From an optimization exercise on the open Yosys and OpenROAD flow, aimed at small area, a short achievable clock period and few clock cycles; shortcuts taken in it are not production practice. No run shown here included a check of the RTL's function; only the layout flow was run.

`design/flow/constraint.sdc`:
```
create_clock -name core_clock -period 100.0 [get_ports {clk}]
set_input_delay 20.0000 -clock core_clock [delete_from_list [all_inputs] [get_ports {clk}]]
set_output_delay 20.0000 -clock core_clock [all_outputs]
set_load 0.01 [all_outputs]
```
`design/flow/config.mk`:
```
export PLATFORM = sky130hd
export DESIGN_NAME = rtcconv
export DESIGN_NICKNAME = rtcconv
export VERILOG_FILES = /design/flow/design.v
export SDC_FILE = /design/flow/constraint.sdc
export NUM_CORES = 4
export LEC_CHECK = 0
export CAP_MARGIN = 20
export CORE_MARGIN = 2
export CORE_UTILIZATION = 40
export SLEW_MARGIN = 20
```
`design/flow/run.sh`:
```
#!/bin/bash
# synth_recipe.tcl (not shown) runs the flow's synth.tcl, then flattens the netlist and writes it again
# the make line also repeats each setting of config.mk as NAME=value (left out here)
make -C /OpenROAD-flow-scripts/flow DESIGN_CONFIG=/design/flow/config.mk WORK_HOME=/design/flow/orfs CLKGATE_MAP_FILE= SYNTH_SCRIPT=/design/flow/synth_recipe.tcl finish
```
`design/flow/design.v`:
```
module rtcconv_exec (
    input  wire        clk,
    input  wire [31:0] cmd,
    input  wire [8:0]  arg,
    input  wire [63:0] ts,
    input  wire [7:0]  c_sec, c_min, c_hour, c_dow, c_day, c_mon, c_yoff,
    input  wire [7:0]  tb_sec, tb_min, tb_hour, tb_dow, tb_day, tb_mon, tb_year,
    output reg  [8:0]  flags,       
    output reg         we_res,
    output reg  [7:0]  n_res,
    output reg         we_ts,
    output wire [33:0] n_ts,
    output reg         we_days,
    output reg  [16:0] n_days,
    output reg         we_civ_time,  
    output reg         we_civ_date,  
    output reg  [7:0]  n_sec, n_min, n_hour, n_dow, n_day, n_mon, n_yoff,
    output reg         we_tb,
    output wire [7:0]  n_tb_sec, n_tb_min, n_tb_hour, n_tb_dow, n_tb_day, n_tb_mon, n_tb_year
);
    localparam F_AFTER  = 0;
    localparam F_MARKER = 1;
    localparam F_CORR   = 2;
    localparam F_WB     = 3;
    localparam F_RLO    = 4;
    localparam F_RHI    = 5;
    localparam F_ECIV   = 6;
    localparam F_EFMT   = 7;
    localparam F_ECMD   = 8;
    function [7:0] dec2bcd(input [6:0] n);
        reg [13:0] p;
        reg [3:0]  t;
        begin
            p = n * 14'd103;
            t = p[13:10];
            dec2bcd = {t, 4'd0} | (n - t * 7'd10);
        end
    endfunction
    function [6:0] bcd2bin(input [3:0] hi, input [3:0] lo);
        bcd2bin = {hi, 3'd0} + {hi, 1'd0} + lo;
    endfunction
    function [7:0] hour_enc(input [4:0] h, input mode);
        reg [4:0] h12;
        begin
            if (!mode) begin
                hour_enc = dec2bcd({2'd0, h});
            end else begin
                h12 = (h >= 5'd12) ? h - 5'd12 : h;
                if (h12 == 5'd0) h12 = 5'd12;
                hour_enc = {2'b01, h >= 5'd12, 5'd0} | dec2bcd({2'd0, h12});
            end
        end
    endfunction
    function [5:0] hour_dec(input [7:0] b);
        reg [5:0] v;
        reg [4:0] h;
        reg ok;
        begin
            if (b[6]) begin
                v  = {b[4], 3'd0} + {b[4], 1'd0} + b[3:0];
                ok = (b[3:0] <= 4'd9) && (v >= 6'd1) && (v <= 6'd12);
                h  = (v > 6'd11) ? 5'd0 : v[4:0];
                if (b[5]) h = h + 5'd12;
            end else begin
                v  = {b[5:4], 3'd0} + {b[5:4], 1'd0} + b[3:0];
                ok = (b[3:0] <= 4'd9) && (v <= 6'd23);
                h  = v[4:0];
            end
            hour_dec = {ok, h};
        end
    endfunction
    function [4:0] month_len(input [3:0] m);
        case (m)
            4'd2:                     month_len = 5'd28;
            4'd4, 4'd6, 4'd9, 4'd11:  month_len = 5'd30;
            default:                  month_len = 5'd31;
        endcase
    endfunction
    function after_bug(input [7:0] d, input [7:0] m, input [7:0] yo);
        after_bug = (yo > 8'd100) ||
                    (yo == 8'd100 && (m > 8'd2 || (m == 8'd2 && d == 8'd29)));
    endfunction
    wire [25:0] x  = ts[32:7];
    wire [21:0] v1 = {2'd0, x[25:6]} - x[25:8] + x[25:13] + x[25:16]
                   - x[25:18] - x[25:21] - 22'd3;
    wire [16:0] q0 = v1[19:3];                  
    wire [11:0] r0 = x[11:0] - ({q0[2:0], 9'd0} + {q0[4:0], 7'd0} +
                                {q0[6:0], 5'd0} + {q0[9:0], 2'd0} - q0[11:0]);
    wire        c1 = (r0 >= 12'd675);
    wire [16:0] q1 = q0 + c1;
    wire [9:0]  r1 = c1 ? r0 - 12'd675 : r0;
    reg  [16:0] s1_days;
    reg  [9:0]  s1_r;
    always @(posedge clk) begin
        s1_days <= q1;
        s1_r    <= r1;
    end
    wire        ts_lo_err = (ts[63:30] == 34'd0) && (ts[29:0] < 30'd946684800);
    wire        ts_hi_err = (ts[63:33] != 31'd0) || (ts[32:0] >= 33'd7258118400);
    wire [16:0] u_days  = s1_days;
    wire        u_after = (u_days >= 17'd47541);           
    wire [16:0] e4   = u_days - 17'd9556 + u_after;
    wire [12:0] v4   = e4[16:6] - e4[16:8] - e4[16:10] - 13'd1;
    wire [5:0]  q4a  = v4[9:4];                           
    wire [11:0] r4a  = e4[11:0] - ({q4a[1:0], 10'd0} + {q4a[2:0], 9'd0} -
                                   {q4a[5:0], 6'd0} - {q4a[5:0], 3'd0} -
                                   {q4a[5:0], 1'd0} - q4a);
    wire        c4   = (r4a >= 12'd1461);
    wire [5:0]  q4   = q4a + c4;
    wire [10:0] r4   = c4 ? r4a - 12'd1461 : r4a;
    wire [1:0]  yr   = (r4 >= 11'd1095) ? 2'd3 : (r4 >= 11'd730) ? 2'd2 :
                       (r4 >= 11'd365)  ? 2'd1 : 2'd0;
    wire [8:0]  doy  = r4[8:0] - (yr == 2'd3 ? 9'd71 : yr == 2'd2 ? 9'd218 :
                                  yr == 2'd1 ? 9'd365 : 9'd0);   
    reg  [3:0]  mp;
    reg  [8:0]  mstart;
    always @* begin
        if      (doy >= 9'd337) begin mp = 4'd11; mstart = 9'd337; end
        else if (doy >= 9'd306) begin mp = 4'd10; mstart = 9'd306; end
        else if (doy >= 9'd275) begin mp = 4'd9;  mstart = 9'd275; end
        else if (doy >= 9'd245) begin mp = 4'd8;  mstart = 9'd245; end
        else if (doy >= 9'd214) begin mp = 4'd7;  mstart = 9'd214; end
        else if (doy >= 9'd184) begin mp = 4'd6;  mstart = 9'd184; end
        else if (doy >= 9'd153) begin mp = 4'd5;  mstart = 9'd153; end
        else if (doy >= 9'd122) begin mp = 4'd4;  mstart = 9'd122; end
        else if (doy >= 9'd92)  begin mp = 4'd3;  mstart = 9'd92;  end
        else if (doy >= 9'd61)  begin mp = 4'd2;  mstart = 9'd61;  end
        else if (doy >= 9'd31)  begin mp = 4'd1;  mstart = 9'd31;  end
        else                    begin mp = 4'd0;  mstart = 9'd0;   end
    end
    wire [4:0]  u_day  = doy[4:0] - mstart[4:0] + 5'd1;
    wire        jf     = (mp >= 4'd10);
    wire [3:0]  u_mon  = jf ? mp - 4'd9 : mp + 4'd3;
    wire [7:0]  u_yoff = {q4, yr} + jf - 8'd4;
    wire [16:0] sod   = {s1_r, ts[6:0]};
    wire [14:0] y60   = sod[16:2];
    wire [14:0] v60   = y60[14:10] + y60[14:6] + y60[14:2];
    wire [10:0] mod0  = v60[12:2];                        
    wire [6:0]  sec0  = sod[6:0] - {mod0[0], 6'd0} + {mod0[4:0], 2'd0};
    wire        cs    = (sec0 >= 7'd60);
    wire [10:0] mday  = mod0 + cs;
    wire [5:0]  u_sec = cs ? sec0 - 7'd60 : sec0;
    wire [8:0]  z     = mday[10:2];
    wire [10:0] vh    = z[8:7] + z[8:3] + {z, 1'b0} + 11'd2;
    wire [4:0]  u_hour = vh[9:5];
    wire [5:0]  u_min  = mday[5:0] + {u_hour[3:0], 2'd0};
    wire [5:0]  dw1 = u_days[2:0] + u_days[5:3] + u_days[8:6] + u_days[11:9] +
                      u_days[14:12] + u_days[16:15] + 3'd4;
    wire [3:0]  dw2 = dw1[5:3] + dw1[2:0];
    wire [2:0]  u_dow = (dw2 >= 4'd14) ? dw2 - 4'd14 : (dw2 >= 4'd7) ? dw2 - 4'd7 : dw2[2:0];
    wire [5:0] tb_hd    = hour_dec(tb_hour);
    wire [6:0] tbd_sec  = bcd2bin({1'b0, tb_sec[6:4]}, tb_sec[3:0]);
    wire [6:0] tbd_min  = bcd2bin({1'b0, tb_min[6:4]}, tb_min[3:0]);
    wire [4:0] tbd_hour = tb_hd[4:0];
    wire [2:0] tbd_dow  = tb_dow[2:0] - 3'd1;
    wire [4:0] tbd_day  = bcd2bin({2'b0, tb_day[5:4]}, tb_day[3:0]);
    wire [3:0] tbd_mon  = bcd2bin({3'b0, tb_mon[4]}, tb_mon[3:0]);
    wire [6:0] tbd_year = bcd2bin(tb_year[7:4], tb_year[3:0]);
    wire [7:0] tbd_yoff = (tb_mon[7] ? 8'd100 : 8'd0) + tbd_year;
    wire       tbd_m    = tb_hour[6];
    wire       tbd_ok =
        tb_sec[3:0] <= 4'd9 && tb_sec[6:4] <= 3'd5 &&
        tb_min[3:0] <= 4'd9 && tb_min[6:4] <= 3'd5 &&
        tb_hd[5] &&
        tb_dow[2:0] != 3'd0 &&
        tb_day[3:0] <= 4'd9 && tb_day[5:0] != 6'd0 && tb_day[5:0] <= 6'h31 &&
        tb_mon[3:0] <= 4'd9 && tb_mon[4:0] != 5'd0 && tb_mon[4:0] <= 5'h12 &&
        tb_year[7:4] <= 4'd9 && tb_year[3:0] <= 4'd9;
    wire       tbd_after = (tbd_yoff > 8'd100) ||
                           (tbd_yoff == 8'd100 && (tbd_mon > 4'd2 || (tbd_mon == 4'd2 && tbd_day == 5'd29)));
    wire       rf_adv   = tbd_after & ~tbd_m;
    wire       tb_feb   = (tbd_mon == 4'd2);
    wire [4:0] tb_len4  = (tb_feb && tbd_yoff[1:0] == 2'b00) ? 5'd29 : month_len(tbd_mon);
    wire [4:0] tb_lgreg = (tb_feb && tbd_yoff[1:0] == 2'b00 && tbd_yoff != 8'd100) ? 5'd29 : month_len(tbd_mon);
    wire       tb_eom   = (tbd_day == tb_len4);
    wire       tb_eoy   = tb_eom && (tbd_mon == 4'd12);
    wire [4:0] rf_day   = !rf_adv ? tbd_day  : tb_eom ? 5'd1 : tbd_day + 5'd1;
    wire [3:0] rf_mon   = !rf_adv ? tbd_mon  : tb_eoy ? 4'd1 : tb_eom ? tbd_mon + 4'd1 : tbd_mon;
    wire [7:0] rf_yoff  = (rf_adv && tb_eoy) ? tbd_yoff + 8'd1 : tbd_yoff;
    wire [2:0] rf_dow   = !rf_adv ? tbd_dow  : (tbd_dow == 3'd6) ? 3'd0 : tbd_dow + 3'd1;
    wire       rf_ok    = rf_adv ? (tbd_day <= tb_len4) && !(tb_eoy && tbd_yoff == 8'd199)
                                 : (tbd_day <= tb_lgreg);
    wire       rf_inc   = rf_adv && !(tbd_yoff == 8'd100 && tb_feb && tbd_day == 5'd29);
    wire [7:0] op    = cmd[7:0];
    wire       sel_tb = cmd[3];                     
    wire [4:0] k_day = sel_tb ? tbd_day  : c_day[4:0];
    wire [3:0] k_mon = sel_tb ? tbd_mon  : c_mon[3:0];
    wire [7:0] k_yo  = sel_tb ? tbd_yoff : c_yoff;
    wire [4:0] k_h   = sel_tb ? tbd_hour : c_hour[4:0];
    wire [5:0] k_mi  = sel_tb ? tbd_min[5:0] : c_min[5:0];
    wire [5:0] k_s   = sel_tb ? tbd_sec[5:0] : c_sec[5:0];
    wire       k_inc = sel_tb & rf_inc;
    wire       k_my  = (k_mon >= 4'd3);
    wire       k_c21 = (k_yo >= 8'd101) || (k_yo == 8'd100 && k_my);
    wire [5:0] k_lp  = ({1'b0, k_yo} + 9'd3 + k_my) >> 2;
    reg  [14:0] k_tab;    
    always @* begin
        case (k_mon)
            4'd1:    k_tab = 15'd10956;
            4'd2:    k_tab = 15'd10987;
            4'd3:    k_tab = 15'd11015;
            4'd4:    k_tab = 15'd11046;
            4'd5:    k_tab = 15'd11076;
            4'd6:    k_tab = 15'd11107;
            4'd7:    k_tab = 15'd11137;
            4'd8:    k_tab = 15'd11168;
            4'd9:    k_tab = 15'd11199;
            4'd10:   k_tab = 15'd11229;
            4'd11:   k_tab = 15'd11260;
            default: k_tab = 15'd11290;
        endcase
    end
    wire [16:0] k_days = {k_yo, 8'd0} + {k_yo, 6'd0} + {k_yo, 5'd0} + {k_yo, 3'd0} +
                         {k_yo, 2'd0} + k_yo + k_lp + k_tab + k_day + k_inc - k_c21;
    wire [21:0] k_a1 = {k_days, 4'd0} + {k_days, 3'd0} + k_h;
    wire [27:0] k_a2 = {k_a1, 6'd0} - {k_a1, 2'd0} + k_mi;
    assign n_ts      = {k_a2, 6'd0} - {k_a2, 2'd0} + k_s;
    wire civ_date_ok = (c_mon >= 8'd1) && (c_mon <= 8'd12) && (c_yoff <= 8'd199) &&
                       (c_day >= 8'd1) &&
                       (c_day <= {3'd0, (c_mon == 8'd2 && c_yoff[1:0] == 2'b00 && c_yoff != 8'd100) ?
                                        5'd29 : month_len(c_mon[3:0])});
    wire civ_valid = civ_date_ok && (c_sec <= 8'd59) && (c_min <= 8'd59) && (c_hour <= 8'd23);
    wire civ_after = after_bug(c_day, c_mon, c_yoff);
    wire [4:0] c_len4 = (c_mon == 8'd2 && c_yoff[1:0] == 2'b00) ? 5'd29 : month_len(c_mon[3:0]);
    wire       c_eom  = (c_day[4:0] == c_len4);
    wire       c_eoy  = c_eom && (c_mon == 8'd12);
    wire       adv_ok = (c_mon >= 8'd1) && (c_mon <= 8'd12) && (c_yoff <= 8'd199) &&
                        (c_day >= 8'd1) && (c_day <= {3'd0, c_len4}) && (c_dow <= 8'd6) &&
                        !(c_eoy && c_yoff == 8'd199);
    wire [4:0] adv_day  = c_eom ? 5'd1 : c_day[4:0] + 5'd1;
    wire [3:0] adv_mon  = c_eoy ? 4'd1 : c_eom ? c_mon[3:0] + 4'd1 : c_mon[3:0];
    wire [7:0] adv_yoff = c_eoy ? c_yoff + 8'd1 : c_yoff;
    wire [2:0] adv_dow  = (c_dow[2:0] == 3'd6) ? 3'd0 : c_dow[2:0] + 3'd1;
    wire [5:0] arg_hd = hour_dec(arg[7:0]);
    wire legal = (cmd[31:8] == 24'd0) && (op <= 8'h0D);
    reg  a_enc;
    always @* begin
        flags       = 9'd0;
        we_res      = 1'b0;
        n_res       = 8'd0;
        we_ts       = 1'b0;
        we_days     = 1'b0;
        n_days      = k_days;
        we_civ_time = 1'b0;
        we_civ_date = 1'b0;
        n_sec  = c_sec;  n_min = c_min;  n_hour = c_hour;  n_dow = c_dow;
        n_day  = c_day;  n_mon = c_mon;  n_yoff = c_yoff;
        we_tb  = 1'b0;
        a_enc  = civ_after;
        if (!legal) begin
            flags[F_ECMD] = 1'b1;
        end else begin
            case (op[3:0])
                4'h0: ;  
                4'h1: begin  
                    if (arg[7:0] > 8'd99) flags[F_EFMT] = 1'b1;
                    else begin
                        we_res = 1'b1;
                        n_res  = dec2bcd(arg[6:0]);
                    end
                end
                4'h2: begin  
                    if (arg[7:4] > 4'd9 || arg[3:0] > 4'd9) flags[F_EFMT] = 1'b1;
                    else begin
                        we_res = 1'b1;
                        n_res  = {1'b0, bcd2bin(arg[7:4], arg[3:0])};
                    end
                end
                4'h3: begin  
                    if (arg[7:0] > 8'd23) flags[F_EFMT] = 1'b1;
                    else begin
                        we_res = 1'b1;
                        n_res  = hour_enc(arg[4:0], arg[8]);
                        flags[F_MARKER] = arg[8];
                    end
                end
                4'h4: begin  
                    if (!arg_hd[5]) flags[F_EFMT] = 1'b1;
                    else begin
                        we_res = 1'b1;
                        n_res  = {3'd0, arg_hd[4:0]};
                        flags[F_MARKER] = arg[6];
                    end
                end
                4'h5: begin  
                    flags[F_AFTER] = civ_after;
                end
                4'h6: begin  
                    if (!civ_date_ok) flags[F_ECIV] = 1'b1;
                    else we_days = 1'b1;
                end
                4'h7: begin  
                    if (!civ_valid) flags[F_ECIV] = 1'b1;
                    else begin
                        we_ts   = 1'b1;
                        we_days = 1'b1;
                    end
                end
                4'h8, 4'hD: begin  
                    if (ts_lo_err)      flags[F_RLO] = 1'b1;
                    else if (ts_hi_err) flags[F_RHI] = 1'b1;
                    else begin
                        we_civ_time = 1'b1;
                        we_civ_date = 1'b1;
                        n_sec  = {2'd0, u_sec};  n_min = {2'd0, u_min};  n_hour = {3'd0, u_hour};
                        n_dow  = {5'd0, u_dow};  n_day = {3'd0, u_day};  n_mon  = {4'd0, u_mon};
                        n_yoff = u_yoff;
                        we_days = 1'b1;
                        n_days  = u_days;
                        a_enc   = u_after;
                        if (op[2]) begin
                            we_tb  = 1'b1;
                            flags[F_AFTER]  = u_after;
                            flags[F_MARKER] = u_after;
                        end
                    end
                end
                4'h9: begin  
                    if (!adv_ok) flags[F_ECIV] = 1'b1;
                    else begin
                        we_civ_date = 1'b1;
                        n_dow  = {5'd0, adv_dow};
                        n_day  = {3'd0, adv_day};
                        n_mon  = {4'd0, adv_mon};
                        n_yoff = adv_yoff;
                    end
                end
                4'hA: begin  
                    if (!(civ_valid && c_dow <= 8'd6)) flags[F_ECIV] = 1'b1;
                    else begin
                        we_tb  = 1'b1;
                        flags[F_AFTER]  = civ_after;
                        flags[F_MARKER] = civ_after;
                    end
                end
                4'hB: begin  
                    if (!tbd_ok) flags[F_EFMT] = 1'b1;
                    else begin
                        we_civ_time = 1'b1;
                        we_civ_date = 1'b1;
                        n_sec  = {1'b0, tbd_sec};  n_min = {1'b0, tbd_min};  n_hour = {3'd0, tbd_hour};
                        n_dow  = {5'd0, tbd_dow};  n_day = {3'd0, tbd_day};  n_mon  = {4'd0, tbd_mon};
                        n_yoff = tbd_yoff;
                        flags[F_AFTER]  = tbd_after;
                        flags[F_MARKER] = tbd_m;
                        flags[F_CORR]   = tbd_after & tbd_m;
                    end
                end
                4'hC: begin  
                    if (!tbd_ok) flags[F_EFMT] = 1'b1;
                    else if (!rf_ok) flags[F_ECIV] = 1'b1;
                    else begin
                        we_civ_time = 1'b1;
                        we_civ_date = 1'b1;
                        n_sec  = {1'b0, tbd_sec};  n_min = {1'b0, tbd_min};  n_hour = {3'd0, tbd_hour};
                        n_dow  = {5'd0, rf_dow};   n_day = {3'd0, rf_day};   n_mon  = {4'd0, rf_mon};
                        n_yoff = rf_yoff;
                        we_days = 1'b1;
                        we_ts   = 1'b1;
                        we_tb   = rf_adv;
                        a_enc   = 1'b1;
                        flags[F_AFTER]  = tbd_after;
                        flags[F_MARKER] = tbd_m;
                        flags[F_WB]     = rf_adv;
                        flags[F_CORR]   = tbd_after;
                    end
                end
                default: ;
            endcase
        end
    end
    assign n_tb_sec  = dec2bcd(n_sec[6:0]);
    assign n_tb_min  = dec2bcd(n_min[6:0]);
    assign n_tb_hour = hour_enc(n_hour[4:0], a_enc);
    assign n_tb_dow  = n_dow + 8'd1;
    assign n_tb_day  = dec2bcd(n_day[6:0]);
    assign n_tb_mon  = {n_yoff > 8'd99, 7'd0} | dec2bcd(n_mon[6:0]);
    assign n_tb_year = dec2bcd((n_yoff > 8'd99) ? n_yoff[6:0] - 7'd100 : n_yoff[6:0]);
endmodule
module rtcconv (
    input  wire        clk,
    input  wire        rst,           
    input  wire        bus_wr,
    input  wire        bus_rd,
    input  wire [7:0]  bus_addr,
    input  wire [3:0]  bus_be,
    input  wire [31:0] bus_wdata,
    output reg  [31:0] bus_rdata
);
    localparam A_CMD     = 8'h00;
    localparam A_STATUS  = 8'h04;
    localparam A_ARG     = 8'h08;
    localparam A_RES     = 8'h0C;
    localparam A_TS_LO   = 8'h10;
    localparam A_TS_HI   = 8'h14;
    localparam A_DAYS    = 8'h18;
    localparam A_C_SEC   = 8'h20;
    localparam A_C_MIN   = 8'h24;
    localparam A_C_HOUR  = 8'h28;
    localparam A_C_DOW   = 8'h2C;
    localparam A_C_DAY   = 8'h30;
    localparam A_C_MON   = 8'h34;
    localparam A_C_YOFF  = 8'h38;
    localparam A_TB_SEC  = 8'h40;
    localparam A_TB_MIN  = 8'h44;
    localparam A_TB_HOUR = 8'h48;
    localparam A_TB_DOW  = 8'h4C;
    localparam A_TB_DAY  = 8'h50;
    localparam A_TB_MON  = 8'h54;
    localparam A_TB_YEAR = 8'h58;
    reg [31:0] cmd;
    reg        busy;
    reg [8:0]  flags;         
    reg        ebusy, eacc;   
    reg [8:0]  arg;
    reg [7:0]  res;
    reg [63:0] ts;
    reg [16:0] days;
    reg [7:0]  c_sec, c_min, c_hour, c_dow, c_day, c_mon, c_yoff;
    reg [7:0]  tb_sec, tb_min, tb_hour, tb_dow, tb_day, tb_mon, tb_year;
    wire [31:0] status = {20'd0, eacc, ebusy, flags, busy};
    wire [8:0]  x_flags;
    wire        x_we_res, x_we_ts, x_we_days, x_we_civ_time, x_we_civ_date, x_we_tb;
    wire [7:0]  x_res;
    wire [33:0] x_ts;
    wire [16:0] x_days;
    wire [7:0]  x_sec, x_min, x_hour, x_dow, x_day, x_mon, x_yoff;
    wire [7:0]  x_tb_sec, x_tb_min, x_tb_hour, x_tb_dow, x_tb_day, x_tb_mon, x_tb_year;
    rtcconv_exec u_exec (
        .clk(clk), .cmd(cmd), .arg(arg), .ts(ts),
        .c_sec(c_sec), .c_min(c_min), .c_hour(c_hour), .c_dow(c_dow),
        .c_day(c_day), .c_mon(c_mon), .c_yoff(c_yoff),
        .tb_sec(tb_sec), .tb_min(tb_min), .tb_hour(tb_hour), .tb_dow(tb_dow),
        .tb_day(tb_day), .tb_mon(tb_mon), .tb_year(tb_year),
        .flags(x_flags),
        .we_res(x_we_res), .n_res(x_res),
        .we_ts(x_we_ts), .n_ts(x_ts),
        .we_days(x_we_days), .n_days(x_days),
        .we_civ_time(x_we_civ_time), .we_civ_date(x_we_civ_date),
        .n_sec(x_sec), .n_min(x_min), .n_hour(x_hour), .n_dow(x_dow),
        .n_day(x_day), .n_mon(x_mon), .n_yoff(x_yoff),
        .we_tb(x_we_tb),
        .n_tb_sec(x_tb_sec), .n_tb_min(x_tb_min), .n_tb_hour(x_tb_hour), .n_tb_dow(x_tb_dow),
        .n_tb_day(x_tb_day), .n_tb_mon(x_tb_mon), .n_tb_year(x_tb_year)
    );
    wire bad_acc = (bus_addr[1:0] != 2'b00) || (bus_be != 4'hF);
    wire wr_ok   = bus_wr && !bad_acc;
    wire rd_ok   = bus_rd && !bus_wr && !bad_acc;
    reg [31:0] rd_val;
    always @* begin
        case (bus_addr)
            A_CMD:     rd_val = cmd;
            A_STATUS:  rd_val = status;
            A_ARG:     rd_val = {23'd0, arg};
            A_RES:     rd_val = {24'd0, res};
            A_TS_LO:   rd_val = ts[31:0];
            A_TS_HI:   rd_val = ts[63:32];
            A_DAYS:    rd_val = {15'd0, days};
            A_C_SEC:   rd_val = {24'd0, c_sec};
            A_C_MIN:   rd_val = {24'd0, c_min};
            A_C_HOUR:  rd_val = {24'd0, c_hour};
            A_C_DOW:   rd_val = {24'd0, c_dow};
            A_C_DAY:   rd_val = {24'd0, c_day};
            A_C_MON:   rd_val = {24'd0, c_mon};
            A_C_YOFF:  rd_val = {24'd0, c_yoff};
            A_TB_SEC:  rd_val = {24'd0, tb_sec};
            A_TB_MIN:  rd_val = {24'd0, tb_min};
            A_TB_HOUR: rd_val = {24'd0, tb_hour};
            A_TB_DOW:  rd_val = {24'd0, tb_dow};
            A_TB_DAY:  rd_val = {24'd0, tb_day};
            A_TB_MON:  rd_val = {24'd0, tb_mon};
            A_TB_YEAR: rd_val = {24'd0, tb_year};
            default:   rd_val = 32'd0;
        endcase
    end
    always @(posedge clk) begin
        if (rst) begin
            cmd   <= 32'd0;
            busy  <= 1'b0;
            flags <= 9'd0;
            ebusy <= 1'b0;
            eacc  <= 1'b0;
            arg   <= 9'd0;
            res   <= 8'd0;
            ts    <= 64'd0;
            days  <= 17'd0;
            c_sec <= 8'd0; c_min <= 8'd0; c_hour <= 8'd0; c_dow <= 8'd0;
            c_day <= 8'd0; c_mon <= 8'd0; c_yoff <= 8'd0;
            tb_sec <= 8'd0; tb_min <= 8'd0; tb_hour <= 8'd0; tb_dow <= 8'd0;
            tb_day <= 8'd0; tb_mon <= 8'd0; tb_year <= 8'd0;
            bus_rdata <= 32'd0;
        end else begin
            if (bus_rd && !bus_wr) begin
                bus_rdata <= rd_ok ? rd_val : 32'd0;
            end
            if ((bus_wr || bus_rd) && bad_acc) begin
                eacc <= 1'b1;
            end
            if (busy) begin
                busy  <= 1'b0;
                flags <= x_flags;
                if (x_we_res)  res  <= x_res;
                if (x_we_ts)   ts   <= {30'd0, x_ts};
                if (x_we_days) days <= x_days;
                if (x_we_civ_time) begin
                    c_sec  <= x_sec;
                    c_min  <= x_min;
                    c_hour <= x_hour;
                end
                if (x_we_civ_date) begin
                    c_dow  <= x_dow;
                    c_day  <= x_day;
                    c_mon  <= x_mon;
                    c_yoff <= x_yoff;
                end
                if (x_we_tb) begin
                    tb_sec  <= x_tb_sec;
                    tb_min  <= x_tb_min;
                    tb_hour <= x_tb_hour;
                    tb_dow  <= x_tb_dow;
                    tb_day  <= x_tb_day;
                    tb_mon  <= x_tb_mon;
                    tb_year <= x_tb_year;
                end
                if (wr_ok) ebusy <= 1'b1;
            end else if (wr_ok) begin
                case (bus_addr)
                    A_CMD: begin
                        cmd  <= bus_wdata;
                        busy <= 1'b1;
                    end
                    A_STATUS: begin
                        if (bus_wdata[10]) ebusy <= 1'b0;
                        if (bus_wdata[11]) eacc  <= 1'b0;
                    end
                    A_ARG:     arg     <= bus_wdata[8:0];
                    A_TS_LO:   ts[31:0]  <= bus_wdata;
                    A_TS_HI:   ts[63:32] <= bus_wdata;
                    A_C_SEC:   c_sec   <= bus_wdata[7:0];
                    A_C_MIN:   c_min   <= bus_wdata[7:0];
                    A_C_HOUR:  c_hour  <= bus_wdata[7:0];
                    A_C_DOW:   c_dow   <= bus_wdata[7:0];
                    A_C_DAY:   c_day   <= bus_wdata[7:0];
                    A_C_MON:   c_mon   <= bus_wdata[7:0];
                    A_C_YOFF:  c_yoff  <= bus_wdata[7:0];
                    A_TB_SEC:  tb_sec  <= bus_wdata[7:0];
                    A_TB_MIN:  tb_min  <= bus_wdata[7:0];
                    A_TB_HOUR: tb_hour <= bus_wdata[7:0];
                    A_TB_DOW:  tb_dow  <= bus_wdata[7:0];
                    A_TB_DAY:  tb_day  <= bus_wdata[7:0];
                    A_TB_MON:  tb_mon  <= bus_wdata[7:0];
                    A_TB_YEAR: tb_year <= bus_wdata[7:0];
                    default: ;  
                endcase
            end
        end
    end
endmodule
```
==> results of run 1 <==
[area by class of cell]
cell class,instances,area (um2),share of cell area
flip-flops and latches,313,6271,0.1286
clock inverters,16,207.7,0.004259
well taps,1488,1862,0.03818
inverters,683,2564,0.05257
clock buffers,56,1151,0.02360
multi-input cells,4344,35270,0.7232
repair buffers,165,1441,0.02956
[metal layers]
metal	global-route usage	vias to the layer above
met5	0	-
met2	0.4227	1709
met3	0.03717	303
li1	-	19440
met4	0.09630	0
met1	0.3753	19620
[registers in the layout, indices dropped and copies added, names as in the netlist, 9 cells and up]
name,flops
u_exec.s1_r,10
arg,9
u_exec.s1_days,17
flags,9
bus_rdata,32
days,17
ts,64
cmd,32
[worst min path at each step]
stage / from / endpoint / slack (ps) / depth (start not counted)
2_1_floorplan: tb_sec[7] / tb_sec[7] / 430 / 2
3_5_place_dp: cmd[8] / cmd[8] / 460 / 2
3_3_place_gp: cmd[1] / cmd[1] / 450 / 2
4_1_cts: cmd[8] / cmd[8] / 470 / 2
6_report: cmd[8] / cmd[8] / 470 / 2
5_1_grt: ts[42] / ts[42] / 500 / 2
[kinds of logic after synthesis]
group,after synthesis,share of synthesized area
xor+xnor,366,0.07453
fa+ha+maj,1011,0.3195
simple gates,1414,0.1507
flops,313,0.1401
mux,112,0.02568
buf+inv,876,0.07357
compound gates,1441,0.2160
[critical path, stage by stage]
cell and delay [ps]:
sky130_fd_sc_hd__clkdlybuf4s50_1 1050, sky130_fd_sc_hd__nand2_1 300, sky130_fd_sc_hd__nor2_1 1020, sky130_fd_sc_hd__nor4_1 130, sky130_fd_sc_hd__nand4_1 160, sky130_fd_sc_hd__o41ai_2 70, sky130_fd_sc_hd__buf_4 300, sky130_fd_sc_hd__a31oi_1 320
sky130_fd_sc_hd__a21oi_1 80, sky130_fd_sc_hd__nor2_1 110
[synthesized netlist by cell type, types with 90 or more instances]
cell and n:
sky130_fd_sc_hd__ha_1 790, sky130_fd_sc_hd__nand2_1 354, sky130_fd_sc_hd__o21ai_0 209, sky130_fd_sc_hd__a21oi_1 451, sky130_fd_sc_hd__a21o_1 101, sky130_fd_sc_hd__nor3_1 95, sky130_fd_sc_hd__clkbuf_1 180, sky130_fd_sc_hd__inv_1 680
sky130_fd_sc_hd__fa_1 219, sky130_fd_sc_hd__xor2_1 112, sky130_fd_sc_hd__nor2_1 459, sky130_fd_sc_hd__xnor2_1 244, sky130_fd_sc_hd__dfxtp_1 313, sky130_fd_sc_hd__mux2i_1 90, sky130_fd_sc_hd__a211oi_1 119, sky130_fd_sc_hd__nor2b_1 98
[stage by stage]
stage,instances,setup WS (ps)
after floorplan,5533,77850
after global placement,6992,76470
after detailed placement,6993,76360
after CTS,7065,76960
after global routing,7065,75160
final,7065,76950
==> out/metrics.yaml, run 1 <==
status: "finished clean"
cts_tree: "yes"
global_route.usage.total: 0.2692
ff2ff_setup_slack_ps: 77070
ctsResizeCount: 0
routed_wl_um: 158700
yosys_most_used_dff: "sky130_fd_sc_hd__dfxtp_1"
wire_per_inst_um: 22.47
grt_first_pass_wirelength_um: 241800
worstPathMaxFanout: 32
synth_nets: 6590
syn_avg_cell_area_um2: 8.083
maxSlewHeadroom: 0.1583
synthArstFlopShare: 0
dp_hpwl_um: 128700
startpoint: "bus_addr[3]"
timing.critical_path.required_ps: 100510
worstSetupStartpointType: "input pin"
synth_warnings: 2
antenna_found_initial: 3
worst_hold_margin_ps: 467.5
timing.hold.worst.class: "reg -> reg"
crit-reg2reg-capture: "tb_year[7]"
syn-cell-area_um2: 44730
arrival_ps: 23550
cts.clk_slew.worst_paths_ps: 60
timing.critical_path.to_type: "flop"
drt_first_pass_iters: 7
synth_seq_area_share: 0.1401
totalNegativeSetupSlack_ps: 0
floorplan.io_pins: 80
finalSetupViolations: 0
row_count: 122
count_of_final_hold_check_violations: 0
critical_path.endpoint: "bus_rdata[2]"
cts_sinks: 313
cts-root-to-sink-buffers: 3
cts.root.buffer_cell: "sky130_fd_sc_hd__clkbuf_16"
max_slew.worst_pin.slew_ps: 1258
drtIter0Drc: 4157
first_global_vias: 39300
netlist-cell-type-count: 108
synthDominantCellAreaShare: 0.2210
io_buffer_count: 79
route.layer.met1.wl_um: 69740
mostFrequentLayoutCell: "sky130_fd_sc_hd__ha_1"
final_core_utilization: 0.4400
die_width_um: 338.4
vias_per_inst: 5.814
htree_num_levels: 2
top_layer_used: "met4"
final.setup_skew_ps: 24.18
largest_area_contributor_in_the_netlist: "sky130_fd_sc_hd__ha_1"
ys_top_cells_by_area: "sky130_fd_sc_hd__ha_1 (22%), sky130_fd_sc_hd__dfxtp_1 (14%), sky130_fd_sc_hd__fa_1 (9.8%), sky130_fd_sc_hd__inv_1 (5.7%), sky130_fd_sc_hd__a21oi_1 (5.0%)"
r2r_start: "u_exec.s1_days[1]"
routabilityCongestion: 1.035
initial_standard_cell_utilization_of_the_core: 0.4036
r2r_cells: 102
dieArea_um2: 114500
drc_errors: 0
number_of_filler_instances_in_the_final_layout: 11240
max_clock_freq_mhz: 43.39
post_cts_setup_repair_bufs: 0
ys_seq_elements: 313
antenna_cells: 0
route.antenna.remaining_nets: 0
grt_max_degree: 80
report.final.slew_viol_count: 0
tritoncts.num_buffers: 39
wl_met2_um: 69180
layout_cell_share_with_drive_strength_beyond_1: 0.05272
fin_crit_sh: 0.2305
grt_setup_unrepaired: "false"
placedInstanceArea_um2: 47370
floorplan.core_area_um2: 110800
total_length_of_routed_met3_wires_um: 13340
number_of_synthesized_flops_with_an_enable_pin: 0
dieHeight_um: 338.4
design_area_um2: 48770
synthesis.instances: 5533
period_needed_ps: 23050
detailroute.via_count: 41070
flow.area_growth_from_synthesis_pct: 9.033
design.final.nets: 6603
top_library_cells_by_usage_in_the_layout_fill_and_taps_aside: "sky130_fd_sc_hd__ha_1 (790), sky130_fd_sc_hd__inv_1 (680), sky130_fd_sc_hd__nor2_1 (454)"
timing.max_cap.violations: 0
post_cts_hold_buffer_count: 0
crit_type: "in -> reg"
overflow: 0
clock_latency_ps: 590
==> run 2: changes to the inputs <==
--- a/design/flow/config.mk
+++ b/design/flow/config.mk
@@ -7,2 +7,3 @@
 export LEC_CHECK = 0
+export ABC_AREA = 1
 export CAP_MARGIN = 20
==> out/metrics.yaml, run 2 <==
design_area_um2: 48300  # -0.95%
report.final.slew_viol_count: 0  # unchanged
detailroute.via_count: 42460  # +3.4%
worstSetupStartpointType: "input pin"
htree_num_levels: 2  # unchanged
clock_latency_ps: 600  # about the same
vias_per_inst: 5.516  # -5.1%
mostFrequentLayoutCell: "sky130_fd_sc_hd__inv_1"
largest_register: "ts"
max_slew.worst_pin.slew_ps: 1230  # -27.71 ps
max_clock_freq_mhz: 43.08  # -0.72%
synthesis.instances: 6144  # +11%
crit_type: "in -> reg"
drt_first_pass_iters: 6  # -1
floorplan.io_pins: 80  # unchanged
fin_crit_sh: 0.2321  # +0.001665
ys_seq_elements: 313  # unchanged
timing.critical_path.required_ps: 100390  # -120 ps
row_count: 122  # unchanged
grt_first_pass_wirelength_um: 238700  # -1.3%
cts.root.buffer_cell: "sky130_fd_sc_hd__clkbuf_16"
worst_hold_margin_ps: 464.5  # -3.006 ps
antenna_found_initial: 4  # +1
period_needed_ps: 23210  # +166.5 ps
floorplan.core_area_um2: 110200  # -0.55%
synth_nets: 7201  # +9.3%
syn-cell-area_um2: 44280  # -0.99%
post_cts_setup_repair_bufs: 0  # unchanged
flow.area_growth_from_synthesis_pct: 9.073  # about the same
r2r_start: "u_exec.s1_days[5]"
dp_hpwl_um: 126400  # -1.8%
maxSlewHeadroom: 0.1798  # +0.02157
initial_standard_cell_utilization_of_the_core: 0.4018  # -0.001783
timing.max_cap.violations: 0  # unchanged
antenna_cells: 0  # unchanged
drc_errors: 0  # unchanged
largestRegisters: "ts x64, bus_rdata x32, cmd x32"
synth_seq_area_share: 0.1415  # +0.001401
min-delay-start: "bus_rdata[26]"
die_width_um: 336.7  # -0.49%
netlist-cell-type-count: 76  # -30%
ctsResizeCount: 0  # unchanged
ys_top_cells_by_area: "sky130_fd_sc_hd__ha_1 (22%), sky130_fd_sc_hd__dfxtp_1 (14%), sky130_fd_sc_hd__fa_1 (9.9%), sky130_fd_sc_hd__inv_1 (9.8%), sky130_fd_sc_hd__nand2_1 (7.6%)"
timing.hold.worst.class: "reg -> reg"
worst_hold_path.endpoint: "bus_rdata[26]"
max_reg_flops: 64  # unchanged
yosys_most_used_dff: "sky130_fd_sc_hd__dfxtp_1"
cts_tree: "yes"
timing.critical_path.to_type: "flop"
totalNegativeSetupSlack_ps: 0  # unchanged
layout_cell_share_with_drive_strength_beyond_1: 0.04542  # -0.007299
io_buffer_count: 79  # unchanged
finalSetupViolations: 0  # unchanged
final.setup_skew_ps: 36.36  # +12.18 ps
r2r_cells: 113  # +11%
count_of_final_hold_check_violations: 0  # unchanged
top_library_cells_by_usage_in_the_layout_fill_and_taps_aside: "sky130_fd_sc_hd__inv_1 (1,160), sky130_fd_sc_hd__nand2_1 (892), sky130_fd_sc_hd__ha_1 (790)"
synth_common_cells: "sky130_fd_sc_hd__inv_1 (1,161), sky130_fd_sc_hd__nand2_1 (892), sky130_fd_sc_hd__ha_1 (790)"
drtIter0Drc: 3483  # -16%
first_global_vias: 40270  # +2.5%
grt_max_degree: 107  # +34%
post_cts_hold_buffer_count: 0  # unchanged
synth_warnings: 2  # unchanged
placedInstanceArea_um2: 46820  # -1.2%
tritoncts.num_buffers: 39  # unchanged
worstPathMaxFanout: 11  # -66%
route.antenna.remaining_nets: 0  # unchanged
wire_per_inst_um: 20.25  # -9.9%
overflow: 0  # unchanged
largest_area_contributor_in_the_netlist: "sky130_fd_sc_hd__ha_1"
routed_wl_um: 155900  # -1.8%
number_of_synthesized_flops_with_an_enable_pin: 0  # unchanged
grt_setup_unrepaired: "false"
crit-reg2reg-capture: "tb_year[6]"
synthDominantCellAreaShare: 0.2232  # +0.002211
dieHeight_um: 336.7  # -0.49%
cts.clk_slew.worst_paths_ps: 70  # about the same
ff2ff_setup_slack_ps: 79280  # +2210 ps
syn_avg_cell_area_um2: 7.207  # -11%
hold_depth: 2  # unchanged
yosys.cell_count.top_type: "sky130_fd_sc_hd__inv_1"
design.final.nets: 7236  # +9.6%
synthArstFlopShare: 0  # unchanged
cts_sinks: 313  # unchanged
global_route.usage.total: 0.2718  # +0.002555
status: "finished clean"
arrival_ps: 23600  # +50 ps
dieArea_um2: 113400  # -0.98%
cts-root-to-sink-buffers: 3  # unchanged
routabilityCongestion: 1.030  # -0.45%
## run 2: cell count changes after synthesis, sizes merged, moves of 49 or more
cell	change
nand2b	-67
nor2	-90
xor2	+129
inv	+504
nand3	+128
nor2b	-97
mux2i	-90
and2	-49
a211oi	-86
xnor2	-173
o21ai	+304
clkbuf	-56
a21o	-73
nand2	+571
## run 2: layer usage
layer | track usage | up-vias | wire, um
li1 | - | 20510 | -
met1 | 0.3740 | 20060 | 69040
met2 | 0.4270 | 1545 | 67630
met3 | 0.03963 | 339 | 12330
met4 | 0.1059 | 4 | 6856
met5 | 0 | - | 27
## run 2: worst max-delay path, stage by stage
cell and delay (ps):
sky130_fd_sc_hd__clkdlybuf4s50_1 400, sky130_fd_sc_hd__nor2_1 100, sky130_fd_sc_hd__inv_1 220, sky130_fd_sc_hd__nor2_1 170
sky130_fd_sc_hd__nand3_1 130, sky130_fd_sc_hd__nor2_1 190, sky130_fd_sc_hd__inv_1 220, sky130_fd_sc_hd__nand2_1 120
sky130_fd_sc_hd__clkinv_1 450, sky130_fd_sc_hd__nor3_1 990, sky130_fd_sc_hd__inv_1 280, sky130_fd_sc_hd__nor3_1 240
sky130_fd_sc_hd__a211oi_1 70
## run 2: area by class of cell
type	count	area, um2
Fill cell	11540	61910
Clock inverter	20	382.9
Sequential cell	313	6270
Clock buffer	51	1082
Inverter	1196	4494
Multi-Input combinational cell	4495	33010
Tap cell	1488	1862
Timing Repair Buffer	134	1201
## run 2: stage by stage
step	std cells	util	setup slack [ps]
2_1_floorplan	6144	-	78110
3_3_place_gp	7626	0.4248	75680
3_5_place_dp	7626	0.4248	75530
4_1_cts	7697	0.4381	76140
5_1_grt	7697	0.4383	76480
6_report	7697	0.4383	76790
## run 2: worst max-delay path by stage
stage / start / endpoint / slack, ps / cells after the start
after global routing: bus_addr[1] / tb_sec[4] / 76480 / 13
after detailed placement: bus_addr[0] / ts[33] / 75530 / 13
after global placement: bus_addr[1] / ts[33] / 75680 / 13
after floorplan: bus_addr[1] / cmd[19] / 78110 / 10
after CTS: bus_addr[1] / ts[33] / 76140 / 13
final: bus_addr[1] / tb_sec[4] / 76790 / 13
## run 2: kinds of logic (layout without fill, tap and decap cells)
family	Yosys count	after routing	synth area share
adder cells (fa/ha/maj)	1009	1009	0.3222
AND/OR/NAND/NOR	1732	1732	0.1695
buffers and inverters	1336	1401	0.1141
XOR/XNOR	314	314	0.06363
flip-flops	313	313	0.1415
AO/OA/AOI/OAI	1440	1440	0.1891

[afterwards: timing with drivers on the ports]
Ports are ideal in the flow. The routed layouts listed here were re-timed in OpenROAD.
Step 1 sets driving cells, clkbuf_16 on the clock port and buf_2 on the other inputs (assumed; they add their load-dependent delay and slew).
Step 2 moves the port delays by t, midway between the first and last clock arrival at a register: inputs arrive t later, outputs are due t later. That takes back most of the time a late clock gives input paths.
Three values: no drivers, after step 1, after step 2; two values: the first two.
run	t, ns	setup WS [ns]	clock arrival spread, ns
run 1	0.637	76.955 / 76.992 / 76.355	0.028 / 0.028
run 2	0.646	76.788 / 76.833 / 76.187	0.041 / 0.040
After both steps every run listed still meets setup and hold. The setup slack of run 2, which loses most, moves by +0.045 ns with the drivers and by -0.601 ns with both steps.
